Source: an optimization exercise on an open RTL-to-GDS flow (aim: small area, a short achievable clock period and few clock cycles). Production flows keep margins and buffers that such runs may drop. The RTL was checked by simulation tests, not by an equivalence proof against the original design. Power is estimated from default activity; no workload was simulated.

## design.v

```verilog
module tinputer_core (
    input  wire         clk,
    input  wire         rst,         
    input  wire         cmd_valid,
    output wire         cmd_ready,
    input  wire [1:0]   cmd_op,
    input  wire [15:0]  cmd_addr,
    input  wire [7:0]   cmd_wdata,
    output reg          rsp_valid,
    output reg          rsp_fault,
    output reg          rsp_kind,    
    output reg  [2:0]   rsp_phase,
    output reg          rsp_width,   
    output reg  [15:0]  rsp_addr,
    output reg  [7:0]   rsp_rdata,
    output wire [127:0] regs         
);
    localparam [2:0] PH_OPCODE  = 3'd0;
    localparam [2:0] PH_OPERAND = 3'd1;
    localparam [2:0] PH_LOAD    = 3'd2;
    localparam [2:0] PH_STORE   = 3'd3;
    localparam [2:0] PH_EXEC    = 3'd4;
    localparam [2:0] PH_HOST    = 3'd5;
    reg [15:0] x [0:7];
    reg [7:0] bank0 [0:63];
    reg [7:0] bank1 [0:63];
    reg [7:0] bank2 [0:63];
    reg [7:0] bank3 [0:63];
    reg [7:0] ib0, ib1, ib2, ib3;
    reg       ir_v;
    reg       rd_pend;
    reg [7:0] rd_addr;
    assign cmd_ready = ir_v & ~rd_pend;
    assign regs = {x[7], x[6], x[5], x[4], x[3], x[2], x[1], x[0]};
    wire [15:0] ip = x[0];
    wire [7:0]  ipl = ip[7:0];
    wire        ip_hi0 = (ip[15:8] == 8'd0);
    wire acc_cmd  = cmd_valid & cmd_ready;
    wire exec     = acc_cmd & (cmd_op == 2'b00);
    wire host_wr  = acc_cmd & (cmd_op == 2'b01);
    wire host_rd  = acc_cmd & cmd_op[1];
    wire host_in  = (cmd_addr[15:8] == 8'd0);
    wire op_add = (ib0 == 8'h10);
    wire op_and = (ib0 == 8'h11);
    wire op_or  = (ib0 == 8'h12);
    wire op_lit = (ib0 == 8'h13);
    wire op_ld  = (ib0 == 8'h14);
    wire op_st  = (ib0 == 8'h15);
    wire op_mov = (ib0 == 8'h16);
    wire op_alu = op_add | op_and | op_or;
    wire op_rr  = op_alu | op_mov;
    wire op_wr  = op_lit | op_ld;           
    wire op_4   = op_wr | op_st;
    wire [15:0] ip1 = {8'd0, ipl} + 16'd1;
    wire [15:0] ip2 = {8'd0, ipl} + 16'd2;
    wire [15:0] ip3 = {8'd0, ipl} + 16'd3;
    wire [15:0] ip4 = {8'd0, ipl} + 16'd4;
    wire [15:0] ipn = op_4 ? ip4 : op_rr ? ip3 : ip1;
    reg        ff;           
    reg        ff_w;
    reg [2:0]  ff_ph;
    reg [15:0] ff_addr;      
    always @(*) begin
        ff = 1'b0; ff_w = 1'b0; ff_ph = PH_OPERAND; ff_addr = ip1;
        if (!ip_hi0) begin
            ff = 1'b1; ff_ph = PH_OPCODE; ff_addr = ip;
        end else if (op_rr) begin
            if (ipl == 8'd255) begin
                ff = 1'b1; ff_addr = ip1;
            end else if (ipl == 8'd254) begin
                ff = 1'b1; ff_addr = ip2;
            end
        end else if (op_wr) begin
            if (ipl >= 8'd254) begin
                ff = 1'b1; ff_w = 1'b1; ff_addr = ip1;
            end else if (ipl == 8'd253) begin
                ff = 1'b1; ff_addr = ip3;
            end
        end else if (op_st) begin
            if (ipl == 8'd255) begin
                ff = 1'b1; ff_addr = ip1;
            end else if (ipl >= 8'd253) begin
                ff = 1'b1; ff_w = 1'b1; ff_addr = ip2;
            end
        end
    end
    wire       bad1 = (ib1[7:3] != 5'd0);
    wire       bad2 = (ib2[7:3] != 5'd0);
    wire       bad3 = (ib3[7:3] != 5'd0);
    reg        bf;
    reg [7:0]  bf_id;
    always @(*) begin
        bf = 1'b0; bf_id = ib1;
        if (op_rr) begin
            if (bad1) begin bf = 1'b1; bf_id = ib1; end
            else if (bad2) begin bf = 1'b1; bf_id = ib2; end
        end else if (op_wr) begin
            if (bad3) begin bf = 1'b1; bf_id = ib3; end
        end else if (op_st) begin
            if (bad1) begin bf = 1'b1; bf_id = ib1; end
        end
    end
    wire [15:0] ld_a  = {ib1, ib2};
    wire [15:0] st_a  = {ib2, ib3};
    wire        ld_oob = (ib1 != 8'd0) || (ib2 == 8'd255);
    wire        st_oob = (ib2 != 8'd0) || (ib3 == 8'd255);
    wire        df = (op_ld & ld_oob) | (op_st & st_oob);
    wire ok = ~ff & ~bf & ~df;
    wire [15:0] v1 = (ib1[2:0] == 3'd0) ? ipn : x[ib1[2:0]];
    wire [15:0] v2 = (ib2[2:0] == 3'd0) ? ipn : x[ib2[2:0]];
    reg [7:0] port_a;
    always @(*) begin
        if (rd_pend)
            port_a = rd_addr;
        else if (!ir_v)
            port_a = ipl;
        else if (op_ld || (op_lit && ib3 == 8'd0))
            port_a = ib2;
        else
            port_a = ipn[7:0];
    end
    wire [1:0] pa_lo = port_a[1:0];
    wire [5:0] row0 = port_a[7:2];
    wire [5:0] row1 = port_a[7:2] + 6'd1;
    wire [7:0] bo0 = bank0[(pa_lo > 2'd0) ? row1 : row0];
    wire [7:0] bo1 = bank1[(pa_lo > 2'd1) ? row1 : row0];
    wire [7:0] bo2 = bank2[(pa_lo > 2'd2) ? row1 : row0];
    wire [7:0] bo3 = bank3[row0];
    reg  [7:0] w0, w1, w2, w3;
    always @(*) begin
        case (pa_lo)
            2'd0: begin w0 = bo0; w1 = bo1; w2 = bo2; w3 = bo3; end
            2'd1: begin w0 = bo1; w1 = bo2; w2 = bo3; w3 = bo0; end
            2'd2: begin w0 = bo2; w1 = bo3; w2 = bo0; w3 = bo1; end
            default: begin w0 = bo3; w1 = bo0; w2 = bo1; w3 = bo2; end
        endcase
    end
    reg  [2:0]  wd;
    reg  [15:0] wv;
    always @(*) begin
        if (op_alu) begin
            wd = 3'd1;
            wv = op_add ? v1 + v2 : op_and ? (v1 & v2) : (v1 | v2);
        end else if (op_mov) begin
            wd = ib2[2:0];
            wv = v1;
        end else if (op_lit) begin
            wd = ib3[2:0];
            wv = ld_a;
        end else begin
            wd = ib3[2:0];
            wv = {w0, w1};
        end
    end
    wire wr_reg = ok & (op_rr | op_wr);
    wire [15:0] ip_next = (wr_reg && wd == 3'd0) ? wv : ff ? ff_addr : ipn;
    wire        st_we = exec & op_st & ok;
    wire        hw_we = host_wr & host_in;
    wire [7:0]  st_a1 = ib3 + 8'd1;
    wire [7:0]  hw_a  = cmd_addr[7:0];
    reg  [3:0]  m_we;
    reg  [5:0]  m_row [0:3];
    reg  [7:0]  m_d   [0:3];
    integer b;
    always @(*) begin
        for (b = 0; b < 4; b = b + 1) begin
            if (cmd_op == 2'b00) begin
                m_we[b]  = st_we & ((ib3[1:0] == b) | (st_a1[1:0] == b));
                m_row[b] = (ib3[1:0] == b) ? ib3[7:2] : st_a1[7:2];
                m_d[b]   = (ib3[1:0] == b) ? v1[15:8] : v1[7:0];
            end else begin
                m_we[b]  = hw_we & (hw_a[1:0] == b);
                m_row[b] = hw_a[7:2];
                m_d[b]   = cmd_wdata;
            end
        end
    end
    always @(posedge clk) begin
        if (m_we[0]) bank0[m_row[0]] <= m_d[0];
        if (m_we[1]) bank1[m_row[1]] <= m_d[1];
        if (m_we[2]) bank2[m_row[2]] <= m_d[2];
        if (m_we[3]) bank3[m_row[3]] <= m_d[3];
    end
    wire [7:0] st_d = ib3 - ipn[7:0];
    wire       st_hits_fetch = (st_d <= 8'd3) || (st_d == 8'd255);
    integer i;
    always @(posedge clk) begin
        if (rst) begin
            for (i = 0; i < 8; i = i + 1)
                x[i] <= 16'd0;
            ir_v      <= 1'b0;
            rd_pend   <= 1'b0;
            rsp_valid <= 1'b0;
        end else begin
            rsp_valid <= 1'b0;
            if (!rd_pend && (!ir_v || exec)) begin
                ib0 <= w0; ib1 <= w1; ib2 <= w2; ib3 <= w3;
            end
            if (!rd_pend && !ir_v)
                ir_v <= 1'b1;
            else if (exec)
                ir_v <= ~(ff | op_ld | (op_mov & ib2[2:0] == 3'd0) |
                          (op_st & st_hits_fetch));
            else if (host_wr)
                ir_v <= 1'b0;
            if (exec) begin
                x[0] <= ip_next;
                if (wr_reg && wd != 3'd0)
                    x[wd] <= wv;
                rsp_valid <= 1'b1;
                rsp_fault <= ~ok;
                rsp_width <= 1'b0;
                rsp_kind  <= 1'b0;
                if (ff) begin
                    rsp_phase <= ff_ph;
                    rsp_width <= ff_w;
                    rsp_addr  <= ff_addr;
                end else if (bf) begin
                    rsp_kind  <= 1'b1;
                    rsp_phase <= PH_EXEC;
                    rsp_addr  <= {8'd0, bf_id};
                end else begin
                    rsp_phase <= op_ld ? PH_LOAD : PH_STORE;
                    rsp_width <= 1'b1;
                    rsp_addr  <= op_ld ? ld_a : st_a;
                end
            end
            if (host_wr || host_rd) begin
                rsp_kind  <= 1'b0;
                rsp_phase <= PH_HOST;
                rsp_width <= 1'b0;
                rsp_addr  <= cmd_addr;
                rsp_fault <= ~host_in;
                if (host_wr || !host_in)
                    rsp_valid <= 1'b1;
            end
            if (host_rd && host_in) begin
                rd_pend <= 1'b1;
                rd_addr <= cmd_addr[7:0];
            end
            if (rd_pend) begin
                rd_pend   <= 1'b0;
                rsp_valid <= 1'b1;
                rsp_fault <= 1'b0;
                rsp_rdata <= w0;
            end
        end
    end
endmodule
```

## run.sh

```bash
#!/bin/bash
# synth_recipe.tcl (not shown) runs the flow's synth.tcl, then flattens the netlist and writes it again
# the make line also repeats each setting of config.mk as NAME=value (left out here)
make -C /OpenROAD-flow-scripts/flow DESIGN_CONFIG=/design/flow/config.mk WORK_HOME=/design/flow/orfs CLKGATE_MAP_FILE= SYNTH_SCRIPT=/design/flow/synth_recipe.tcl finish
```

## config.mk

```make
export PLATFORM = sky130hd
export DESIGN_NAME = tinputer_core
export DESIGN_NICKNAME = tinputer_core
export VERILOG_FILES = /design/flow/design.v
export SDC_FILE = /design/flow/constraint.sdc
export NUM_CORES = 4
export LEC_CHECK = 0
export CAP_MARGIN = 20
export CORE_MARGIN = 2
export CORE_UTILIZATION = 25
export GPL_ROUTABILITY_DRIVEN = 1
export PLACE_DENSITY = 0.4
export SLEW_MARGIN = 20
```

## constraint.sdc

```tcl
create_clock -name core_clock -period 11.0 [get_ports {clk}]
set_input_delay 2.2000 -clock core_clock [delete_from_list [all_inputs] [get_ports {clk}]]
set_output_delay 2.2000 -clock core_clock [all_outputs]
set_load 0.01 [all_outputs]
```

==> results of run 1 <==
[registers in the layout, indices dropped and copies added, names as in the netlist, 16 cells and up, named ones only]
| name | flops |
|---|---|
| x | 128 |
| bank1 | 512 |
| bank3 | 512 |
| bank2 | 512 |
| bank0 | 512 |
| rsp_addr | 16 |
[where the power goes]
part / internal [mW] / switching [mW]
clock network: 5.00 / 3.63
logic: 1.22 / 2.79
registers: 9.72 / 0.0702
total: 15.9 / 6.48
[final timing paths]
| check | startpoint | to |
|---|---|---|
| worst max-delay path | ib3[1] | x[5][6] |
| worst min-delay path | ib2[2] | register |
| worst max register to register | ib3[1] | x[5][6] |
| worst min register to register | ib2[2] | register |
[stage by stage]
stage	util, %	setup WS [ns]
after floorplan	-	4.03
after global placement	27.3	2.18
after detailed placement	27.4	1.99
after CTS	29.4	1.96
after global routing	29.5	1.55
final	29.5	1.76
[cell usage after synthesis, types with 16 or more instances]
cell type,instances,area share [%]
a31oi_1,53,0.33
a311oi_1,91,0.80
nor2b_1,17,0.11
mux2i_1,218,2.2
o31ai_1,23,0.17
a2111oi_0,25,0.22
and2_1,87,0.54
a21o_1,36,0.27
mux4_2,318,7.1
a32o_1,17,0.17
a22oi_1,46,0.34
o21ai_0,178,0.89
xnor2_1,54,0.47
o22ai_1,42,0.26
a211o_1,23,0.20
mux2_2,53,0.60
or3_1,16,0.10
nor2_1,502,1.9
inv_1,87,0.33
o221ai_1,16,0.14
ha_1,54,0.67
o21a_1,21,0.16
buf_6,17,0.19
nand2_1,907,3.4
buf_2,136,0.68
buf_1,55,0.21
a211oi_1,98,0.73
and3_1,126,0.79
nor4_1,27,0.17
o211ai_1,33,0.25
nor3_1,86,0.43
edfxtp_1,2246,67
nand4_1,81,0.51
clkbuf_1,203,0.76
buf_4,38,0.28
nand3_1,341,1.7
a32oi_1,38,0.33
a21oi_1,254,1.3
[per-layer routing]
layer  part of all wire (%)  vias to the layer above
met5                 0.0092                        -
met4                    3.3                        6
met3                    6.4                      542
met2                     46                     2628
met1                     44                    34300
li1                       -                    27800
[cells by family (layout without fill, tap and decap cells)]
logic type / Yosys count / after routing
flip-flops: 2255 / 2255
AO/OA/AOI/OAI: 1197 / 1197
other: 0 / 4
AND/OR/NAND/NOR: 2269 / 2269
buffers and inverters: 545 / 978
XOR/XNOR: 64 / 64
adder cells (fa/ha/maj): 56 / 56
multiplexers: 590 / 590
[layout make-up]
type	count	area [sq um]
diodes	4	10.0
repair buffers	429	3860
clock inverters	137	1270
well taps	5265	6590
multi-input cells	4176	30900
inverters	94	362
fillers	39600	282000
flip-flops and latches	2255	67600
clock buffers	318	7020
[critical path, cell delays in order, from the launching register on]
cell,delay [ns]
edfxtp_1,0.57
inv_1,0.19
ha_1,0.68
nand2b_1,0.32
o41a_4,0.47
nor2_4,0.23
o311a_2,0.28
nor2_4,0.07
inv_8,0.36
ha_1,0.68
inv_1,0.30
o41a_1,0.51
nand2_1,0.25
nand2_4,0.48
mux4_2,0.69
nand2_1,0.09
nand3_1,0.13
a31oi_1,0.88
o31ai_1,0.31
o311ai_1,0.59
a21boi_2,0.51
nor3_1,0.11
==> impl_metrics.env, run 1 <==
export IMPL_status="no timing/DRC/antenna violations"
export IMPL_met3_usage_pct=2.86
export IMPL_synth_fa_ha_area_share_pct=0.714
export IMPL_yosysSeqAreaShare_pct=67.5
export IMPL_cts_resized=0
export IMPL_final_net_count=7303
export IMPL_r2r_cells=21
export IMPL_start_util_pct=25.1
export IMPL_grt_start_max_net_pins=128
export IMPL_antenna_found_initial=26
export IMPL_post_route_drc_count=0
export IMPL_synth_compound_area_share_pct=8.50
export IMPL_min_period_ns=9.24
export IMPL_synthSimpleGateAreaFrac_pct=10.3
export IMPL_place_hpwl_um=250000
export IMPL_r2r_slack_ns=1.76
export IMPL_synth_main_ff_cell="edfxtp_1"
export IMPL_layout_common_cells="edfxtp_1, nand2_1, nor2_1"
export IMPL_critPathLaunchType="register"
export IMPL_arrival_ns=9.83
export IMPL_die_h_um=637
export IMPL_cts_tree="yes"
export IMPL_dpl_cell_area_sq_um=109000
export IMPL_holdCritPathClass="register to register"
export IMPL_vias_per_cell=5.15
export IMPL_clock_fmax_mhz=108
export IMPL_syn_area_per_cell_sq_um=14.4
export IMPL_vias=65300
export IMPL_hold_viol=0
export IMPL_rows=232
export IMPL_synth_xor_area_share_pct=0.574
export IMPL_holdWs_ns=0.707
export IMPL_cts_max_level=5
export IMPL_tightest_slew_ns=1.25
export IMPL_crit_fanout=59
export IMPL_grt_usage_pct=18.1
export IMPL_ir_drop_v=0.000108
export IMPL_finalClockSkew_ns=0.0790
export IMPL_final_cells=12700
export IMPL_p_leak_nw=37.7
export IMPL_ctsLongestPathBuffers=4
export IMPL_power_density_nw_per_um2=191
export IMPL_drtPass1Iterations=8
export IMPL_place_port_buffers=188
export IMPL_clock_sinks=2255
export IMPL_syn_instance_count=6976
export IMPL_grt_pass1_wl_um=526000
export IMPL_synthesis_nets=7061
export IMPL_grt_pass1_vias=64300
export IMPL_clock_latency_ns=0.93
export IMPL_die_w_um=637
export IMPL_area_growth_pct=17.4
export IMPL_synth_seq_cells=2255
export IMPL_finalSetupTns_ns=0
export IMPL_rsz0062_at_grt="no"
export IMPL_yosysWarnings=3
export IMPL_antenna_left=0
export IMPL_dp_cells=12200
export IMPL_ctsRootBufferMaster="clkbuf_16"
export IMPL_ys_types=122
export IMPL_path_clk_slew_ns=0.07
export IMPL_gp_congestion=0.902
export IMPL_cp_required_ns=11.59
export IMPL_cts_setup_buffers=0
export IMPL_layout_commonest_cell="edfxtp_1"
export IMPL_cts_hold_buffers=0
export IMPL_busiest_layer="met2"
export IMPL_syn_area_sq_um=100000
export IMPL_hold_depth=2
export IMPL_gr_total_overflow=0
export IMPL_drive_gt1_share_pct=15.4
export IMPL_final_area_sq_um=118000
export IMPL_fin_crit_sh_pct=84.0
export IMPL_dieArea_sq_um=406000
export IMPL_drt_iter0_drc=6599
export IMPL_grt_use_met2_pct=29.1
export IMPL_path_class="register to register"
export IMPL_pin_count=189
export IMPL_synth_edf_count=2246
export IMPL_drv_slew=0
export IMPL_routed_wl_um=379000
export IMPL_drv_cap=0
export IMPL_synth_mux_area_fraction_pct=9.94
export IMPL_grtUsageMet1_pct=25.0
export IMPL_coreArea_sq_um=399000
export IMPL_power_mw=22.4
export IMPL_cts_inserted_buffers=262
export IMPL_finalSetupViolations=0
export IMPL_wire_per_inst_um=29.9
export IMPL_worstSetupEndpointType="register"
export IMPL_synth_top_family_by_area="simple AND/OR/NAND/NOR gates"
export IMPL_ys_async_sr_fraction_pct=0
export IMPL_relSlewSlack_pct=15.8
Testbench counts, summed over its fixed seeds: cycles 9,328.
==> run 2, diff against run 1 <==
--- a/design.v
+++ b/design.v
@@ -122,8 +122,18 @@
     wire [1:0] pa_lo = port_a[1:0];
-    wire [5:0] row0 = port_a[7:2];
-    wire [5:0] row1 = port_a[7:2] + 6'd1;
-    wire [7:0] bo0 = bank0[(pa_lo > 2'd0) ? row1 : row0];
-    wire [7:0] bo1 = bank1[(pa_lo > 2'd1) ? row1 : row0];
-    wire [7:0] bo2 = bank2[(pa_lo > 2'd2) ? row1 : row0];
-    wire [7:0] bo3 = bank3[row0];
+    wire [63:0] hot0 = 64'd1 << port_a[7:2];
+    wire [63:0] hot1 = {hot0[62:0], hot0[63]};
+    wire [63:0] hs0 = (pa_lo > 2'd0) ? hot1 : hot0;
+    wire [63:0] hs1 = (pa_lo > 2'd1) ? hot1 : hot0;
+    wire [63:0] hs2 = (pa_lo > 2'd2) ? hot1 : hot0;
+    reg  [7:0] bo0, bo1, bo2, bo3;
+    integer r;
+    always @(*) begin
+        bo0 = 8'd0; bo1 = 8'd0; bo2 = 8'd0; bo3 = 8'd0;
+        for (r = 0; r < 64; r = r + 1) begin
+            bo0 = bo0 | (bank0[r] & {8{hs0[r]}});
+            bo1 = bo1 | (bank1[r] & {8{hs1[r]}});
+            bo2 = bo2 | (bank2[r] & {8{hs2[r]}});
+            bo3 = bo3 | (bank3[r] & {8{hot0[r]}});
+        end
+    end
     reg  [7:0] w0, w1, w2, w3;
--- a/config.mk
+++ b/config.mk
@@ -7,7 +7,10 @@
 export LEC_CHECK = 0
+export ABC_CLOCK_PERIOD_IN_PS = 4000
 export CAP_MARGIN = 20
 export CORE_MARGIN = 2
-export CORE_UTILIZATION = 25
+export CORE_UTILIZATION = 45
 export GPL_ROUTABILITY_DRIVEN = 1
-export PLACE_DENSITY = 0.4
+export GPL_TIMING_DRIVEN = 1
+export PLACE_DENSITY = 0.6
+export SETUP_SLACK_MARGIN = 5
 export SLEW_MARGIN = 20
==> impl_metrics.env, run 2 <==
export IMPL_place_hpwl_um=329000
export IMPL_cp_required_ns=11.55
export IMPL_area_growth_pct=22.9
export IMPL_synth_edf_count=2246
export IMPL_wire_per_inst_um=47.2
export IMPL_p_sw_mw=6.72
export IMPL_worst_slack_ns=4.68
export IMPL_synth_main_ff_cell="edfxtp_1"
export IMPL_ctsRootBufferMaster="clkbuf_16"
export IMPL_min_period_ns=6.32
export IMPL_seqPwrFrac_pct=44.4
export IMPL_ys_async_sr_fraction_pct=0
export IMPL_ys_types=101
export IMPL_vias_per_cell=7.43
export IMPL_path_clk_slew_ns=0.06
export IMPL_synth_top_cell_area_share_pct=69.5
export IMPL_switching_share_pct=30.4
export IMPL_clkPwrFrac_pct=36.1
export IMPL_hold_viol=0
export IMPL_syn_instance_count=7038
export IMPL_ctsLongestPathBuffers=3
export IMPL_holdCritPathClass="register to register"
export IMPL_finish_utilization_pct=55.6
export IMPL_grt_start_max_net_pins=65
export IMPL_final_net_count=7817
export IMPL_crit_fanout=52
export IMPL_post_route_drc_count=0
export IMPL_grt_pass1_vias=72400
export IMPL_rsz0062_at_grt="yes"
export IMPL_drtPass1Iterations=10
export IMPL_drt_iter0_drc=16800
export IMPL_start_util_pct=45.2
export IMPL_relSlewSlack_pct=16.2
export IMPL_antenna_found_initial=47
export IMPL_gr_total_overflow=0
export IMPL_synthesis_nets=7120
export IMPL_drv_cap=0
export IMPL_finalClockSkew_ns=0.0603
export IMPL_clock_sinks=2255
export IMPL_clock_fmax_mhz=158
export IMPL_syn_area_sq_um=97000
export IMPL_yosysSeqAreaShare_pct=69.7
export IMPL_grt_usage_pct=45.1
export IMPL_coreArea_sq_um=214000
export IMPL_finalSetupViolations=0
export IMPL_cts_hold_buffers=0
export IMPL_synth_seq_cells=2255
export IMPL_syn_area_per_cell_sq_um=13.8
export IMPL_synth_common_cells="edfxtp_1, nand2_1, nor2_1"
export IMPL_path_class="input port to register"
export IMPL_finalSetupTns_ns=0
export IMPL_power_density_nw_per_um2=185
export IMPL_yosysWarnings=3
export IMPL_cts_inserted_buffers=230
export IMPL_synth_area_top_cells="edfxtp_1, nand2_1, a22oi_1"
export IMPL_routed_wl_um=510000
export IMPL_pin_count=189
export IMPL_drive_gt1_share_pct=22.4
export IMPL_antenna_left=0
export IMPL_arrival_ns=6.88
export IMPL_vias=80400
export IMPL_die_w_um=468
export IMPL_cts_tree="yes"
export IMPL_synth_most_common_cell="edfxtp_1"
export IMPL_drv_slew=0
export IMPL_tightest_slew_ns=1.25
export IMPL_clock_latency_ns=0.96
export IMPL_fin_crit_sh_pct=57.5
export IMPL_status="no timing/DRC/antenna violations"
export IMPL_layout_common_cells="edfxtp_1, nand2_1, buf_4"
export IMPL_dieArea_sq_um=219000
export IMPL_pre_cts_ws_ns=2.07
export IMPL_internal_power_mw=15.4
export IMPL_grt_pass1_wl_um=662000
export IMPL_place_port_buffers=188
export IMPL_worstSetupEndpointType="register"
export IMPL_critPathLaunchType="input port"
export IMPL_gp_congestion=1.04
export IMPL_layout_commonest_cell="edfxtp_1"
export IMPL_rows=170
export IMPL_yosysTopAreaCell="edfxtp_1"
export IMPL_power_frac_comb_pct=19.5
export IMPL_nFillCells=17400
export IMPL_die_h_um=468
export IMPL_p_leak_nw=38.5
export IMPL_ir_drop_v=0.000199
export IMPL_cts_max_level=4
## run 2: worst paths after layout
kind | cells after the start | slack (ns) | startpoint | end
worst max register to register | 22 | 4.80 | x[0][1] | x[0][1]
worst min-delay path | 1 | 0.72 | ib1[0] | register
worst min register to register | 1 | 0.72 | ib1[0] | register
worst max-delay path | 7 | 4.68 | cmd_op[1] | bank3[45][4]
## run 2: stage by stage
step                      std cells  total power, mW  cell area, sq um  hold WS (ns)
after floorplan                7038             11.7             97000         0.542
after global placement        10100             13.4            105000         0.691
after detailed placement      10100             13.5            105000         0.685
after CTS                     10700             21.6            117000         0.700
after global routing          10800             22.3            119000         0.740
final                         10800             22.1            119000         0.715
## run 2: power groups by stage
stage / sequential (mW) / clock, mW / combinational, mW
final: 9.82 / 7.98 / 4.30
after global routing: 9.82 / 8.24 / 4.25
after CTS: 9.82 / 7.92 / 3.84
after detailed placement: 10.0 / 0 / 3.45
after global placement: 10.0 / 0 / 3.43
after floorplan: 9.99 / 0 / 1.67
## run 2: area by class of cell
class	instances	area (sq um)	area share (%)
Timing Repair Buffer	910	9010	7.56
Antenna cell	52	130	0.109
Clock inverter	147	1480	1.24
Inverter	74	289	0.242
Clock buffer	278	6020	5.05
Multi-Input combinational cell	4264	31100	26.1
Sequential cell	2255	67600	56.7
Tap cell	2838	3550	2.98
## run 2: cells by family after synthesis
| kind of cell | synth area share, % |
|---|---|
| AOI/OAI and AO/OA | 13.4 |
| xor gates and xnor gates | 0.452 |
| adders and majority gates | 0.741 |
| buffers and inverters | 2.27 |
| DFF | 69.7 |
| muxes | 3.67 |
| and+or+nand+nor | 9.77 |
## run 2: critical path: stages
cell	delay (ns)
clkdlybuf4s50_1	0.55
nor2_4	0.15
buf_4	0.68
nor2_1	0.50
a21oi_1	0.85
nand3_1	0.82
nor2_2	1.07
## run 2: routing by layer
metal,GRT usage [%],share of wire (%),vias up
met3,20.8,17,2297
met4,29.4,8.8,32
li1,-,-,29500
met5,1.32,0.11,-
met1,56.8,34,40000
met2,62.0,40,8529
## run 2: what timing repair did
item | in CTS | in global routing
gates resized for setup | 448 | 301
cloned | 15 | 11
pin swaps | 85 | 100
setup buffers | 161 | 90
endpoints found under the setup margin | 999 | 951
Testbench counts of run 2, summed over its fixed seeds: cycles 9,328.
==> run 3, diff against run 2 <==
--- a/config.mk
+++ b/config.mk
@@ -7,9 +7,8 @@
 export LEC_CHECK = 0
-export ABC_CLOCK_PERIOD_IN_PS = 4000
+export ABC_AREA = 1
 export CAP_MARGIN = 20
 export CORE_MARGIN = 2
-export CORE_UTILIZATION = 45
+export CORE_UTILIZATION = 25
 export GPL_ROUTABILITY_DRIVEN = 1
-export GPL_TIMING_DRIVEN = 1
-export PLACE_DENSITY = 0.6
+export PLACE_DENSITY = 0.4
 export SETUP_SLACK_MARGIN = 5
==> impl_metrics.env, run 3 <==
export IMPL_relSlewSlack_pct=17.1
export IMPL_synth_main_ff_cell="edfxtp_1"
export IMPL_grt_usage_pct=22.3
export IMPL_dieArea_sq_um=402000
export IMPL_coreArea_sq_um=395000
export IMPL_post_route_drc_count=0
export IMPL_ys_types=67
export IMPL_hold_end="ir_v"
export IMPL_cts_max_level=5
export IMPL_area_growth_pct=22.9
export IMPL_power_density_nw_per_um2=178
export IMPL_synth_common_cells="nand2_1, edfxtp_1, nand3_1"
export IMPL_antenna_left=0
export IMPL_place_port_buffers=188
export IMPL_synth_area_top_cells="edfxtp_1, nand2_1, nand3_1"
export IMPL_grt_start_max_net_pins=72
export IMPL_worstSetupEndpointType="register"
export IMPL_p_sw_mw=6.43
export IMPL_holdCritPathClass="register to register"
export IMPL_seqPwrFrac_pct=44.9
export IMPL_hold_viol=0
export IMPL_power_mw=21.7
export IMPL_start_util_pct=25.1
export IMPL_p_leak_nw=45.0
export IMPL_vias_per_cell=5.05
export IMPL_syn_area_sq_um=99200
export IMPL_min_from="ir_v"
export IMPL_ys_async_sr_fraction_pct=0
export IMPL_hold_depth=2
export IMPL_syn_area_per_cell_sq_um=10.6
export IMPL_fin_crit_sh_pct=54.2
export IMPL_layout_commonest_cell="nand2_1"
export IMPL_rows=231
export IMPL_cts_inserted_buffers=262
export IMPL_die_w_um=634
export IMPL_gr_total_overflow=0
export IMPL_r2r_slack_ns=5.04
export IMPL_cp_required_ns=11.66
export IMPL_r2r_start="ib0[7]"
export IMPL_final_net_count=10100
export IMPL_cts_hold_buffers=0
export IMPL_place_hpwl_um=326000
export IMPL_drv_slew=0
export IMPL_dp_cells=14700
export IMPL_drv_cap=0
export IMPL_gp_congestion=0.930
export IMPL_synth_top_cell_area_share_pct=68.0
export IMPL_yosysWarnings=3
export IMPL_path_class="register to register"
export IMPL_final_cells=15400
export IMPL_synth_edf_count=2246
export IMPL_r2r_cells=33
export IMPL_drtPass1Iterations=9
export IMPL_clock_latency_ns=0.92
export IMPL_arrival_ns=6.62
export IMPL_ctsRootBufferMaster="clkbuf_16"
export IMPL_finalClockSkew_ns=0.0662
export IMPL_clkPwrFrac_pct=39.3
export IMPL_clock_fmax_mhz=168
export IMPL_ctsLongestPathBuffers=4
export IMPL_cpPeakStageDelay_ns=0.37
export IMPL_yosysTopAreaCell="edfxtp_1"
export IMPL_syn_instance_count=9348
export IMPL_rr_endpoint="x[0][7]"
export IMPL_grt_pass1_vias=73800
export IMPL_synthesis_nets=9430
export IMPL_tightest_slew_ns=1.24
export IMPL_die_h_um=634
export IMPL_layout_common_cells="nand2_1, edfxtp_1, nand3_1"
export IMPL_status="no timing/DRC/antenna violations"
export IMPL_grt_pass1_wl_um=622000
export IMPL_path_clk_slew_ns=0.06
export IMPL_cts_tree="yes"
export IMPL_crit_fanout=37
export IMPL_synth_seq_cells=2255
export IMPL_critPathLaunchType="register"
export IMPL_power_frac_comb_pct=15.8
export IMPL_internal_power_mw=15.3
export IMPL_ir_drop_v=0.000102
export IMPL_finalSetupViolations=0
export IMPL_clock_sinks=2255
export IMPL_drive_gt1_share_pct=13.6
export IMPL_antenna_found_initial=24
export IMPL_vias=77800
export IMPL_routed_wl_um=462000
export IMPL_synth_most_common_cell="nand2_1"
export IMPL_cp_common_cell="nand2_1"
export IMPL_min_period_ns=5.96
export IMPL_switching_share_pct=29.6
export IMPL_rsz0062_at_grt="yes"
export IMPL_finalSetupTns_ns=0
export IMPL_yosysSeqAreaShare_pct=68.2
export IMPL_drt_iter0_drc=9338
export IMPL_pin_count=189
export IMPL_wire_per_inst_um=30.0
export IMPL_cp_slowest_cell="nor2_1"
run 3: cell count changes after synthesis, sizes merged, moves of 156 or more:
cell and delta:
nand3 +1185, inv +329, a22oi -301, o21ai +229
a21oi -186, nor2 +565, mux2i -156, nand2 +2103
run 3: per-stage QoR:
step,setup slack (ns),hold slack (ns),area [sq um],util (%)
6_report,5.04,0.537,122000,30.8
3_5_place_dp,2.39,0.518,108000,27.4
5_1_grt,4.91,0.567,122000,30.8
4_1_cts,4.87,0.528,121000,30.5
3_3_place_gp,2.51,0.504,108000,27.4
2_1_floorplan,5.64,0.488,99200,-
run 3: cell families (layout without fill, tap and decap cells):
group	Yosys count	in the layout	synth area share [%]
buf+inv	602	1405	2.38
mux	4	4	0.0442
xor+xnor	26	26	0.230
compound gates	818	819	4.64
other cells	0	15	0
simple gates	5590	5593	23.8
fa+ha+maj	53	53	0.684
flops	2255	2255	68.2
run 3: what timing repair did:
item,4_1_cts,5_1_grt
setup endpoints to repair,2238,2110
gates cloned,5,2
resized for setup,717,141
pin swaps,56,29
buffers inserted,153,49
run 3: worst max-delay path by stage:
stage              endpoint  cells after the start       from
2_1_floorplan   bank0[0][0]                      6  cmd_op[1]
3_3_place_gp        x[0][5]                     30     ib0[6]
3_5_place_dp        x[0][1]                     28     ib0[7]
4_1_cts        bank0[58][1]                     18    x[0][7]
5_1_grt             x[0][7]                     35     ib0[7]
6_report            x[0][7]                     33     ib0[7]
run 3: final cells by class:
class	count	area, sq um
antenna	15	37.5
clock buffer	323	6930
clock inverter	126	1120
fill	40500	273000
inverter	410	1710
multi-input combinational	6495	32300
sequential	2255	67600
tap	5242	6560
timing repair buffer	545	5570
timing repair inverter	1	7.51
run 3: power groups by stage:
stage	Sequential, mW	Combinational, mW	Clock (mW)
floorplan	9.91	1.61	0
global placement	9.93	3.14	0
detailed placement	9.93	3.14	0
CTS	9.75	3.33	8.65
global route	9.74	3.62	8.96
finish	9.75	3.43	8.54
run 3: worst max-delay path, delay by kind of cell, from the launching register on:
family,cells,cell delay (ns)
buffers and inverters,7,1.09
and+or+nand+nor,26,4.14
DFF,1,0.36
run 3: metal layers:
metal	global-route usage (%)	part of all wire [%]
met3	3.13	7.2
met2	35.5	46
met1	30.5	43
met4	8.81	4.4
met5	0	0.0061
==> run 4, diff against run 3 <==
--- a/config.mk
+++ b/config.mk
@@ -11,2 +11,5 @@
 export CORE_UTILIZATION = 25
+export CTS_BUF_LIST = sky130_fd_sc_hd__clkbuf_8
+export CTS_CLUSTER_DIAMETER = 60
+export CTS_CLUSTER_SIZE = 14
 export GPL_ROUTABILITY_DRIVEN = 1
==> impl_metrics.env, run 4 <==
export IMPL_ys_types=67
export IMPL_post_route_drc_count=0
export IMPL_coreArea_sq_um=395000
export IMPL_switching_share_pct=32.2
export IMPL_fin_crit_sh_pct=53.9
export IMPL_place_hpwl_um=326000
export IMPL_grt_usage_pct=22.2
export IMPL_syn_area_sq_um=99200
export IMPL_wire_per_inst_um=30.2
export IMPL_synth_top_cell_area_share_pct=68.0
export IMPL_final_net_count=10000
export IMPL_yosysWarnings=3
export IMPL_yosysTopAreaCell="edfxtp_1"
export IMPL_finish_utilization_pct=29.7
export IMPL_nFillCells=40900
export IMPL_p_leak_nw=43.0
export IMPL_yosysSeqAreaShare_pct=68.2
export IMPL_synth_most_common_cell="nand2_1"
export IMPL_cts_max_level=4
export IMPL_start_util_pct=25.1
export IMPL_antenna_left=0
export IMPL_layout_common_cells="nand2_1, edfxtp_1, nand3_1"
export IMPL_final_area_sq_um=117000
export IMPL_internal_power_mw=12.4
export IMPL_path_class="register to register"
export IMPL_holdCritPathClass="register to register"
export IMPL_tightest_slew_ns=1.25
export IMPL_synth_seq_cells=2255
export IMPL_rows=231
export IMPL_hold_viol=0
export IMPL_cts_inserted_buffers=208
export IMPL_cp_slowest_cell="edfxtp_1"
export IMPL_routed_wl_um=461000
export IMPL_ff_latch_area_sq_um=67600
export IMPL_drtPass1Iterations=7
export IMPL_drv_cap=0
export IMPL_dpl_cell_area_sq_um=108000
export IMPL_pin_count=189
export IMPL_gr_total_overflow=0
export IMPL_clkPwrFrac_pct=28.2
export IMPL_finalSetupTns_ns=0
export IMPL_critPathLaunchType="register"
export IMPL_layout_commonest_cell="nand2_1"
export IMPL_synth_common_cells="nand2_1, edfxtp_1, nand3_1"
export IMPL_clock_latency_ns=1.13
export IMPL_cp_required_ns=11.82
export IMPL_rsz0062_at_grt="yes"
export IMPL_area_growth_pct=18.4
export IMPL_cts_tree="yes"
export IMPL_vias_per_cell=5.06
export IMPL_syn_instance_count=9348
export IMPL_arrival_ns=6.75
export IMPL_finalSetupViolations=0
export IMPL_synthesis_nets=9430
export IMPL_power_density_nw_per_um2=156
export IMPL_drt_iter0_drc=9303
export IMPL_path_clk_slew_ns=0.10
export IMPL_gp_congestion=0.930
export IMPL_ys_async_sr_fraction_pct=0
export IMPL_syn_area_per_cell_sq_um=10.6
export IMPL_synth_area_top_cells="edfxtp_1, nand2_1, nand3_1"
export IMPL_ctsRootBufferMaster="clkbuf_8"
export IMPL_drv_slew=0
export IMPL_synth_edf_count=2246
export IMPL_p_sw_mw=5.90
export IMPL_ctsLongestPathBuffers=4
export IMPL_synth_main_ff_cell="edfxtp_1"
export IMPL_status="no timing/DRC/antenna violations"
export IMPL_finalClockSkew_ns=0.105
export IMPL_power_frac_comb_pct=18.6
export IMPL_worstSetupEndpointType="register"
export IMPL_relSlewSlack_pct=16.7
export IMPL_multi_input_area_sq_um=32200
export IMPL_ir_drop_v=0.000107
export IMPL_min_period_ns=5.93
export IMPL_cpPeakStageDelay_ns=0.33
export IMPL_crit_fanout=23
export IMPL_clock_fmax_mhz=169
export IMPL_grt_pass1_wl_um=619000
export IMPL_grt_start_max_net_pins=72
export IMPL_grt_pass1_vias=72900
export IMPL_clock_sinks=2255
export IMPL_vias=77300
export IMPL_seqPwrFrac_pct=53.1
export IMPL_dieArea_sq_um=402000
export IMPL_die_h_um=634
export IMPL_place_port_buffers=188
export IMPL_power_mw=18.3
export IMPL_die_w_um=634
export IMPL_drive_gt1_share_pct=12.9
export IMPL_antenna_found_initial=29
export IMPL_cp_common_cell="nand2_1"
==> run 4: cell counts after synthesis <==
Identical to the previous run, type by type.
==> run 4: area by class of cell <==
class / count / share of cell area, %
Inverter: 410 / 1.46
Clock buffer: 212 / 2.49
Clock inverter: 95 / 0.661
Multi-Input combinational cell: 6495 / 27.4
Antenna cell: 10 / 0.0213
Tap cell: 5242 / 5.59
Sequential cell: 2255 / 57.6
Timing Repair Buffer: 556 / 4.74
Timing Repair inverter: 1 / 0.00639
==> run 4: final timing paths <==
kind              depth (start not counted)  slack (ns)        to    start
setup reg to reg                         33        5.07  x[5][13]  x[0][1]
hold / removal                            2        0.54      ir_v     ir_v
setup / recovery                         33        5.07  x[5][13]  x[0][1]
hold reg to reg                           2        0.54      ir_v     ir_v
==> run 4: logic make-up (layout without fill, tap and decap cells) <==
family | after synthesis | count (layout) | synth area share (%)
xor+xnor | 26 | 26 | 0.230
flops | 2255 | 2255 | 68.2
fa+ha+maj | 53 | 53 | 0.684
mux | 4 | 4 | 0.0442
buf+inv | 602 | 1274 | 2.38
other cells | 0 | 10 | 0
compound gates | 818 | 819 | 4.64
simple gates | 5590 | 5593 | 23.8
==> run 4: what timing repair did <==
action	4_1_cts	5_1_grt
setup buffers	145	67
setup endpoints to repair	2238	1797
pin swaps	52	22
resized for setup	686	141
hold buffers	0	0
cloned	5	3
==> run 4: routing by layer <==
metal  part of all wire (%)  vias up  wire, um  GRT usage, %
met2                     45     3485    209000          35.4
met1                     43    39200    197000          30.4
met3                    7.3      591     33900          3.16
met4                    4.5        8     20700          8.50
met5                  0.015        -        68             0
li1                       -    34000         -             -
==> run 4: power groups by stage <==
| stage | clock network, mW | registers [mW] | logic [mW] |
|---|---|---|---|
| final | 5.17 | 9.73 | 3.41 |
| after global routing | 5.54 | 9.73 | 3.61 |
| after CTS | 5.27 | 9.73 | 3.32 |
| after detailed placement | 0 | 9.93 | 3.14 |
| after global placement | 0 | 9.93 | 3.14 |
| after floorplan | 0 | 9.91 | 1.61 |
==> run 4: per-stage QoR <==
step / hold slack [ns] / instances / setup WS (ns)
floorplan: 0.488 / 9348 / 5.64
global placement: 0.504 / 14700 / 2.51
detailed placement: 0.518 / 14700 / 2.39
CTS: 0.531 / 15200 / 4.94
global route: 0.570 / 15300 / 4.93
finish: 0.540 / 15300 / 5.07
==> run 4: critical path: cells and delay by family (launching register included) <==
family,cells,cell delay (ns)
flip-flops,1,0.33
XOR/XNOR,1,0.15
buffers and inverters,7,1.28
adder cells (fa/ha/maj),1,0.23
AO/OA/AOI/OAI,1,0.28
AND/OR/NAND/NOR,23,3.33
==> run 5, diff against run 4 <==
--- a/config.mk
+++ b/config.mk
@@ -15,2 +15,3 @@
 export GPL_ROUTABILITY_DRIVEN = 1
+export GPL_TIMING_DRIVEN = 1
 export PLACE_DENSITY = 0.4
==> impl_metrics.env, run 5 <==
export IMPL_layout_commonest_cell="nand2_1"
export IMPL_gr_total_overflow=0
export IMPL_start_util_pct=25.1
export IMPL_tightest_slew_ns=1.25
export IMPL_cts_max_level=4
export IMPL_min_period_ns=5.93
export IMPL_ir_drop_v=0.000107
export IMPL_finalSetupViolations=0
export IMPL_cp_slowest_cell="edfxtp_1"
export IMPL_final_net_count=10000
export IMPL_syn_instance_count=9348
export IMPL_final_cells=15300
export IMPL_finalClockSkew_ns=0.105
export IMPL_ctsLongestPathBuffers=4
export IMPL_cts_inserted_buffers=208
export IMPL_synth_area_top_cells="edfxtp_1, nand2_1, nand3_1"
export IMPL_drv_cap=0
export IMPL_ctsRootBufferMaster="clkbuf_8"
export IMPL_yosysSeqAreaShare_pct=68.2
export IMPL_cts_tree="yes"
export IMPL_cpPeakStageDelay_ns=0.33
export IMPL_clock_fmax_mhz=169
export IMPL_synth_seq_cells=2255
export IMPL_p_leak_nw=43.0
export IMPL_status="no timing/DRC/antenna violations"
export IMPL_relSlewSlack_pct=16.7
export IMPL_coreArea_sq_um=395000
export IMPL_area_growth_pct=18.4
export IMPL_die_w_um=634
export IMPL_grt_start_max_net_pins=72
export IMPL_arrival_ns=6.75
export IMPL_yosysTopAreaCell="edfxtp_1"
export IMPL_crit_fanout=23
export IMPL_grt_pass1_wl_um=619000
export IMPL_place_hpwl_um=326000
export IMPL_gp_congestion=0.930
export IMPL_syn_area_per_cell_sq_um=10.6
export IMPL_rsz0062_at_grt="yes"
export IMPL_layout_common_cells="nand2_1, edfxtp_1, nand3_1"
export IMPL_routed_wl_um=461000
export IMPL_cp_required_ns=11.82
export IMPL_drive_gt1_share_pct=12.9
export IMPL_antenna_left=0
export IMPL_synth_most_common_cell="nand2_1"
export IMPL_ys_types=67
export IMPL_vias_per_cell=5.06
export IMPL_drv_slew=0
export IMPL_ff_latch_area_sq_um=67600
export IMPL_holdCritPathClass="register to register"
export IMPL_drtPass1Iterations=7
export IMPL_power_density_nw_per_um2=156
export IMPL_synth_edf_count=2246
export IMPL_cp_common_cell="nand2_1"
export IMPL_critPathLaunchType="register"
export IMPL_multi_input_area_sq_um=32200
export IMPL_synth_main_ff_cell="edfxtp_1"
export IMPL_finalSetupTns_ns=0
export IMPL_fin_crit_sh_pct=53.9
export IMPL_ys_async_sr_fraction_pct=0
export IMPL_die_h_um=634
export IMPL_grt_pass1_vias=72900
export IMPL_path_clk_slew_ns=0.10
export IMPL_synth_top_cell_area_share_pct=68.0
export IMPL_place_port_buffers=188
export IMPL_grt_usage_pct=22.2
export IMPL_power_mw=18.3
export IMPL_nFillCells=40900
export IMPL_dieArea_sq_um=402000
export IMPL_wire_per_inst_um=30.2
export IMPL_worstSetupEndpointType="register"
export IMPL_post_route_drc_count=0
export IMPL_antenna_found_initial=29
export IMPL_vias=77300
export IMPL_r2r_slack_ns=5.07
export IMPL_drt_iter0_drc=9303
export IMPL_rows=231
export IMPL_dp_cells=14700
export IMPL_synthesis_nets=9430
export IMPL_clock_sinks=2255
export IMPL_pin_count=189
export IMPL_yosysWarnings=3
export IMPL_clock_latency_ns=1.13
export IMPL_hold_viol=0
export IMPL_path_class="register to register"
export IMPL_synth_common_cells="nand2_1, edfxtp_1, nand3_1"
export IMPL_syn_area_sq_um=99200
## run 5: cell counts after synthesis
No cell type changed its count.
## run 5: timing repair
action                      CTS  global route
hold buffers                  0             0
gates resized for setup     686           141
pin swaps                    52            22
cloned                        5             3
buffers inserted            145            67
setup endpoints to repair  2238          1797
## run 5: cells by family after synthesis
kind of cell               Yosys count  share of synthesized area, %
muxes                                4                        0.0442
adders and majority gates           53                         0.684
DFF                               2255                          68.2
buffers and inverters              602                          2.38
and+or+nand+nor                   5590                          23.8
AOI/OAI and AO/OA                  818                          4.64
xor gates and xnor gates            26                         0.230
## run 5: stage by stage
step	hold WS, ns	setup WS [ns]	instance area [sq um]	util, %
floorplan	0.488	5.64	99200	-
global placement	0.504	2.51	108000	27.4
detailed placement	0.518	2.39	108000	27.4
CTS	0.531	4.94	116000	29.4
global route	0.570	4.93	117000	29.7
finish	0.540	5.07	117000	29.7
## run 5: critical path: cells and delay by family (launching register included)
| family | cells | cell delay, ns |
|---|---|---|
| AO/OA/AOI/OAI | 1 | 0.28 |
| XOR/XNOR | 1 | 0.15 |
| adder cells (fa/ha/maj) | 1 | 0.23 |
| buffers and inverters | 7 | 1.28 |
| flip-flops | 1 | 0.33 |
| AND/OR/NAND/NOR | 23 | 3.33 |
## run 5: power breakdown
group | leakage (nW) | total (mW) | switching, mW | internal (mW)
combinational | 20.5 | 3.41 | 2.66 | 0.756
clock | 1.92 | 5.17 | 3.18 | 2.00
sequential | 20.5 | 9.73 | 0.0645 | 9.67
## run 5: final timing paths
kind / start / to / cells past startpoint
setup / recovery: x[0][1] / x[5][13] / 33
hold / removal: ir_v / ir_v / 2
setup reg to reg: x[0][1] / x[5][13] / 33
hold reg to reg: ir_v / ir_v / 2
## run 5: area by class of cell
type	count	share of cell area, %
flip-flops and latches	2255	57.6
multi-input cells	6495	27.4
well taps	5242	5.59
repair buffers	556	4.74
clock buffers	212	2.49
inverters	410	1.46
clock inverters	95	0.661
diodes	10	0.0213
repair inverters	1	0.00639
## run 5: per-layer routing
metal	track usage (%)	routed length, um
met1	30.4	197000
met4	8.50	20700
met5	0	68
met2	35.4	209000
met3	3.16	33900
==> run 6, diff against run 5 <==
--- a/config.mk
+++ b/config.mk
@@ -10,3 +10,3 @@
 export CORE_MARGIN = 2
-export CORE_UTILIZATION = 25
+export CORE_UTILIZATION = 40
 export CTS_BUF_LIST = sky130_fd_sc_hd__clkbuf_8
@@ -15,4 +15,3 @@
 export GPL_ROUTABILITY_DRIVEN = 1
-export GPL_TIMING_DRIVEN = 1
-export PLACE_DENSITY = 0.4
+export PLACE_DENSITY = 0.55
 export SETUP_SLACK_MARGIN = 5
==> impl_metrics.env, run 6 <==
export IMPL_wl_met2_um=181000
export IMPL_p_leak_nw=42.7
export IMPL_die_w_um=502
export IMPL_start_util_pct=40.3
export IMPL_routed_wl_um=419000
export IMPL_vias=78400
export IMPL_synthesis_nets=9430
export IMPL_relSlewSlack_pct=16.1
export IMPL_synth_xor_area_share_pct=0.230
export IMPL_fin_crit_sh_pct=56.4
export IMPL_finish_utilization_pct=46.4
export IMPL_finalClockSkew_ns=0.0677
export IMPL_worst_slack_ns=4.80
export IMPL_gr_total_overflow=0
export IMPL_finalSetupTns_ns=0
export IMPL_status="no timing/DRC/antenna violations"
export IMPL_clock_fmax_mhz=161
export IMPL_synthSimpleGateAreaFrac_pct=23.8
export IMPL_grt_start_max_net_pins=65
export IMPL_clock_sinks=2255
export IMPL_power_density_nw_per_um2=156
export IMPL_synth_seq_cells=2255
export IMPL_cts_max_level=4
export IMPL_gp_congestion=0.995
export IMPL_layout_common_cells="nand2_1, edfxtp_1, nand3_1"
export IMPL_yosysSeqAreaShare_pct=68.2
export IMPL_cp_required_ns=11.67
export IMPL_antenna_found_initial=16
export IMPL_yosysWarnings=3
export IMPL_pre_cts_ws_ns=2.93
export IMPL_wl_met3_um=46900
export IMPL_drtPass1Iterations=9
export IMPL_syn_area_per_cell_sq_um=10.6
export IMPL_synth_most_common_cell="nand2_1"
export IMPL_place_port_buffers=188
export IMPL_power_mw=17.8
export IMPL_ctsLongestPathBuffers=3
export IMPL_crit_fanout=11
export IMPL_syn_instance_count=9348
export IMPL_ys_types=67
export IMPL_hold_viol=0
export IMPL_cts_tree="yes"
export IMPL_grt_pass1_vias=72300
export IMPL_antenna_left=0
export IMPL_synth_top_cell_area_share_pct=68.0
export IMPL_drive_gt1_share_pct=12.6
export IMPL_arrival_ns=6.87
export IMPL_drv_slew=0
export IMPL_tightest_slew_ns=1.25
export IMPL_critPathLaunchType="register"
export IMPL_post_route_drc_count=0
export IMPL_rows=182
export IMPL_crit_chain="clkinvlp_4, nor3_1, nand2_1, inv_1, nand2_1, inv_1, nor2_1, a21oi_1, o21ai_0, nand2_1, nor2_1, buf_4, clkinv_1, nor2_1, buf_4, nand3_1, nor3_2, o21ai_0, o21ai_0, buf_4, nand3_1, nor2_2"
export IMPL_drt_iter0_drc=12400
export IMPL_pin_count=189
export IMPL_grt_usage_pct=32.4
export IMPL_cpPeakStageDelay_ns=0.86
export IMPL_synth_common_cells="nand2_1, edfxtp_1, nand3_1"
export IMPL_cts_hold_buffers=0
export IMPL_crit_buf_inv=7
export IMPL_rsz0062_at_grt="yes"
export IMPL_ctsRootBufferMaster="clkbuf_8"
export IMPL_layout_commonest_cell="nand2_1"
export IMPL_routed_top_layer="met5"
export IMPL_die_h_um=502
export IMPL_holdWs_ns=0.528
export IMPL_ir_drop_v=0.000124
export IMPL_final_net_count=9949
export IMPL_cts_inserted_buffers=197
export IMPL_ys_async_sr_fraction_pct=0
export IMPL_synth_edf_count=2246
export IMPL_yosysTopAreaCell="edfxtp_1"
export IMPL_worstSetupEndpointType="register"
export IMPL_synth_main_ff_cell="edfxtp_1"
export IMPL_path_clk_slew_ns=0.10
export IMPL_synth_mux_area_fraction_pct=0.0442
export IMPL_vias_per_cell=5.92
export IMPL_synth_area_top_cells="edfxtp_1, nand2_1, nand3_1"
export IMPL_place_hpwl_um=290000
export IMPL_dieArea_sq_um=252000
export IMPL_path_class="register to register"
export IMPL_synth_compound_area_share_pct=4.64
export IMPL_m1WireLength_um=163000
export IMPL_wire_per_inst_um=31.6
export IMPL_finalSetupViolations=0
export IMPL_min_period_ns=6.20
export IMPL_cp_slowest_cell="nand3_1"
export IMPL_area_growth_pct=15.2
export IMPL_holdCritPathClass="register to register"
export IMPL_coreArea_sq_um=246000
export IMPL_syn_area_sq_um=99200
export IMPL_crit_family="simple AND/OR/NAND/NOR gates"
export IMPL_drv_cap=0
export IMPL_synth_top_family_by_area="simple AND/OR/NAND/NOR gates"
export IMPL_clock_latency_ns=1.07
export IMPL_synth_fa_ha_area_share_pct=0.684
export IMPL_grt_pass1_wl_um=571000
run 6: power breakdown:
part	total [mW]	switching, mW	internal, mW
clock network	4.71	2.97	1.75
registers	9.73	0.0625	9.67
logic	3.37	2.60	0.761
total	17.8	5.63	12.2
run 6: metal layers:
metal / vias to the layer above / global-route usage (%)
met2: 5052 / 48.4
met3: 905 / 6.63
met4: 12 / 17.6
met1: 38600 / 44.4
li1: 33900 / -
met5: - / 0
run 6: through the flow:
stage / instance area (sq um) / instances
2_1_floorplan: 99200 / 9348
3_3_place_gp: 106000 / 12800
3_5_place_dp: 106000 / 12800
4_1_cts: 112000 / 13200
5_1_grt: 114000 / 13200
6_report: 114000 / 13300
run 6: timing repair:
item / in CTS / in global routing
setup buffers: 114 / 72
cloned: 4 / 6
pin swaps: 44 / 48
endpoints found under the setup margin: 2253 / 2107
gates resized for setup: 435 / 381
run 6: final timing paths:
check                      end  depth (start not counted)  slack (ns)     from
setup / recovery  bank1[12][6]                         22        4.80  x[0][7]
hold / removal            ir_v                          2        0.53     ir_v
setup reg to reg  bank1[12][6]                         22        4.80  x[0][7]
hold reg to reg           ir_v                          2        0.53     ir_v
run 6: cell families after synthesis:
group / after synthesis
buffers and inverters: 602
AND/OR/NAND/NOR: 5590
XOR/XNOR: 26
flip-flops: 2255
multiplexers: 4
AO/OA/AOI/OAI: 818
adder cells (fa/ha/maj): 53
run 6: area by class of cell:
class,count,area (sq um)
Fill cell,22900,132000
Sequential cell,2255,67600
Multi-Input combinational cell,6495,32200
Timing Repair Buffer,507,5290
Tap cell,3312,4140
Clock buffer,200,2750
Inverter,410,1700
Clock inverter,66,546
Antenna cell,4,10.0
Timing Repair inverter,1,5.00
run 6: worst min-delay path, cell delays in order (launching register included):
cell     delay (ns)
dfxtp_1        0.32
o21ai_0        0.08
a31oi_1        0.08
==> run 7, diff against run 6 <==
--- a/config.mk
+++ b/config.mk
@@ -10,3 +10,3 @@
 export CORE_MARGIN = 2
-export CORE_UTILIZATION = 40
+export CORE_UTILIZATION = 20
 export CTS_BUF_LIST = sky130_fd_sc_hd__clkbuf_8
@@ -15,3 +15,3 @@
 export GPL_ROUTABILITY_DRIVEN = 1
-export PLACE_DENSITY = 0.55
+export PLACE_DENSITY = 0.35
 export SETUP_SLACK_MARGIN = 5
==> impl_metrics.env, run 7 <==
export IMPL_status="no timing/DRC/antenna violations"
export IMPL_ctsLongestPathBuffers=4
export IMPL_vias=77400
export IMPL_antenna_found_initial=23
export IMPL_gr_total_overflow=0
export IMPL_syn_instance_count=9348
export IMPL_dpl_cell_area_sq_um=110000
export IMPL_routed_wl_um=486000
export IMPL_path_clk_slew_ns=0.07
export IMPL_seqPwrFrac_pct=49.7
export IMPL_cts_inserted_buffers=245
export IMPL_power_mw=19.6
export IMPL_layout_commonest_cell="nand2_1"
export IMPL_clock_latency_ns=1.24
export IMPL_pre_cts_ws_ns=1.94
export IMPL_clkPwrFrac_pct=32.1
export IMPL_rsz0062_at_grt="yes"
export IMPL_synth_edf_count=2246
export IMPL_power_frac_comb_pct=18.1
export IMPL_wire_per_inst_um=29.1
export IMPL_clock_sinks=2255
export IMPL_finish_utilization_pct=24.6
export IMPL_crit_start="cmd_op[1]"
export IMPL_ir_drop_v=0.000101
export IMPL_die_w_um=708
export IMPL_dieArea_sq_um=502000
export IMPL_clock_fmax_mhz=162
export IMPL_finalSetupViolations=0
export IMPL_finalSetupTns_ns=0
export IMPL_multi_input_area_sq_um=32700
export IMPL_drtPass1Iterations=10
export IMPL_post_route_drc_count=0
export IMPL_start_util_pct=20.1
export IMPL_final_area_sq_um=121000
export IMPL_tightest_slew_ns=1.23
export IMPL_gp_congestion=0.905
export IMPL_place_hpwl_um=346000
export IMPL_rr_endpoint="x[0][0]"
export IMPL_drv_cap=0
export IMPL_final_cells=16700
export IMPL_grt_pass1_wl_um=645000
export IMPL_arrival_ns=6.97
export IMPL_r2r_cells=31
export IMPL_r2r_slack_ns=4.97
export IMPL_synth_main_ff_cell="edfxtp_1"
export IMPL_yosysTopAreaCell="edfxtp_1"
export IMPL_drive_gt1_share_pct=15.0
export IMPL_ys_async_sr_fraction_pct=0
export IMPL_die_h_um=708
export IMPL_synthesis_nets=9430
export IMPL_p_sw_mw=6.43
export IMPL_crit_fanout=28
export IMPL_relSlewSlack_pct=18.1
export IMPL_grt_pass1_vias=74000
export IMPL_grt_usage_pct=18.6
export IMPL_syn_area_per_cell_sq_um=10.6
export IMPL_pin_count=189
export IMPL_fin_crit_sh_pct=56.0
export IMPL_cts_tree="yes"
export IMPL_min_period_ns=6.17
export IMPL_cp_required_ns=11.80
export IMPL_grt_start_max_net_pins=75
export IMPL_drt_iter0_drc=8880
export IMPL_worstSetupEndpointType="register"
export IMPL_path_class="input port to register"
export IMPL_internal_power_mw=13.1
export IMPL_holdWs_ns=0.537
export IMPL_synth_top_cell_area_share_pct=68.0
export IMPL_cts_hold_buffers=0
export IMPL_synth_most_common_cell="nand2_1"
export IMPL_layout_common_cells="nand2_1, edfxtp_1, nand3_1"
export IMPL_r2r_start="x[0][6]"
export IMPL_area_growth_pct=22.3
export IMPL_power_density_nw_per_um2=161
export IMPL_yosysSeqAreaShare_pct=68.2
export IMPL_finalClockSkew_ns=0.155
export IMPL_syn_area_sq_um=99200
export IMPL_nFillCells=52500
export IMPL_switching_share_pct=32.9
export IMPL_ys_types=67
export IMPL_p_leak_nw=44.1
export IMPL_ctsRootBufferMaster="clkbuf_8"
export IMPL_dp_cells=16000
export IMPL_crit_end="bank2[56][5]"
export IMPL_rows=258
export IMPL_yosysWarnings=3
export IMPL_antenna_left=0
export IMPL_synth_area_top_cells="edfxtp_1, nand2_1, nand3_1"
export IMPL_final_net_count=10100
export IMPL_critPathLaunchType="input port"
export IMPL_hold_viol=0
export IMPL_synth_seq_cells=2255
export IMPL_worst_slack_ns=4.83
export IMPL_ff_latch_area_sq_um=67600
export IMPL_coreArea_sq_um=494000
export IMPL_vias_per_cell=4.64
export IMPL_drv_slew=0
export IMPL_holdCritPathClass="register to register"
export IMPL_cts_max_level=4
export IMPL_synth_common_cells="nand2_1, edfxtp_1, nand3_1"
export IMPL_place_port_buffers=188
## run 7: cell counts after synthesis
Identical to the previous run, type by type.
## run 7: worst min path at each step
| stage | startpoint | end | cells past startpoint |
|---|---|---|---|
| after CTS | ir_v | ir_v | 2 |
| after global routing | ir_v | ir_v | 2 |
| final | ir_v | ir_v | 2 |
| after global placement | ir_v | ir_v | 2 |
| after floorplan | ir_v | ir_v | 2 |
| after detailed placement | ir_v | ir_v | 2 |
## run 7: layout make-up
type | count | share of cell area (%)
sequential | 2255 | 55.7
multi-input combinational | 6499 | 26.9
tap | 6500 | 6.70
timing repair buffer | 583 | 4.88
clock buffer | 246 | 2.79
clock inverter | 183 | 1.52
inverter | 410 | 1.40
antenna | 16 | 0.0330
## run 7: logic make-up (layout without fill, tap and decap cells)
group / after synthesis / after routing / synth area share, %
compound gates: 818 / 818 / 4.64
xor+xnor: 26 / 26 / 0.230
fa+ha+maj: 53 / 53 / 0.684
mux: 4 / 4 / 0.0442
simple gates: 5590 / 5598 / 23.8
other cells: 0 / 16 / 0
buf+inv: 602 / 1422 / 2.38
flops: 2255 / 2255 / 68.2
## run 7: repair_timing
item,in CTS,in global routing
endpoints found under the hold margin,0,0
gates cloned,11,4
endpoints found under the setup margin,2318,2133
buffers inserted,168,59
gates resized for setup,653,252
pin swaps,71,35
## run 7: power by group through the flow
| stage | clock, mW | sequential, mW | combinational [mW] |
|---|---|---|---|
| detailed placement | 0 | 9.93 | 3.24 |
| global route | 6.70 | 9.73 | 3.75 |
| CTS | 6.43 | 9.73 | 3.44 |
| finish | 6.29 | 9.73 | 3.55 |
| global placement | 0 | 9.94 | 3.25 |
| floorplan | 0 | 9.91 | 1.61 |
## run 7: worst max-delay path: stages
cell and delay (ns):
clkdlybuf4s50_1 0.84, nor2_4 0.69, inv_2 0.43, nor2_1 0.23
inv_1 0.14, nor3_2 0.36, inv_1 0.14, o22ai_2 0.48
nand3_2 0.73, nor2_2 0.65
## run 7: metal layers
metal | up-vias | routed length, um | global-route usage, %
li1 | 34300 | - | -
met3 | 694 | 29700 | 2.83
met4 | 8 | 23100 | 7.51
met1 | 39500 | 209000 | 24.7
met2 | 2952 | 225000 | 30.2
met5 | - | 46 | 0

==> port drivers added, routing unchanged <==
How much do the figures lean on ideal ports? The routed layouts below were timed once more, with nothing changed but the port constraints.
Step 1 assumes that a clkbuf_16 drives the clock port and a buf_2 every other input.
Step 2 adds t to the input delays and takes it off the output delays; t is the mean of the earliest and latest rising clock arrival at the registers after step 1. Input paths then give back, and output paths get back, about the clock's delay inside the block.
Three values: ideal, step 1, step 2; two values: the first two.
run	t, ns	setup WS [ns]	worst hold slack (ns)	worst register clock-pin slew, ns
run 1	0.995	1.759 / 1.759 / 1.759	0.707 / 0.707 / 0.707	0.07 / 0.07
run 2	1.007	4.677 / 4.721 / 3.714	0.715 / 0.715 / 0.715	0.07 / 0.07
run 3	1.000	5.042 / 5.042 / 4.165	0.537 / 0.537 / 0.537	0.07 / 0.07
run 4	1.208	5.072 / 5.072 / 4.031	0.540 / 0.540 / 0.540	0.11 / 0.11
run 5	1.208	5.072 / 5.072 / 4.031	0.540 / 0.540 / 0.540	0.11 / 0.11
run 6	1.119	4.797 / 4.797 / 3.794	0.528 / 0.528 / 0.528	0.11 / 0.11
run 7	1.285	4.835 / 4.935 / 3.649	0.537 / 0.537 / 0.537	0.10 / 0.10
After both steps every run listed still meets setup and hold. The setup slack of run 7, which loses most, moves by +0.100 ns with the drivers and by -1.186 ns with both steps.
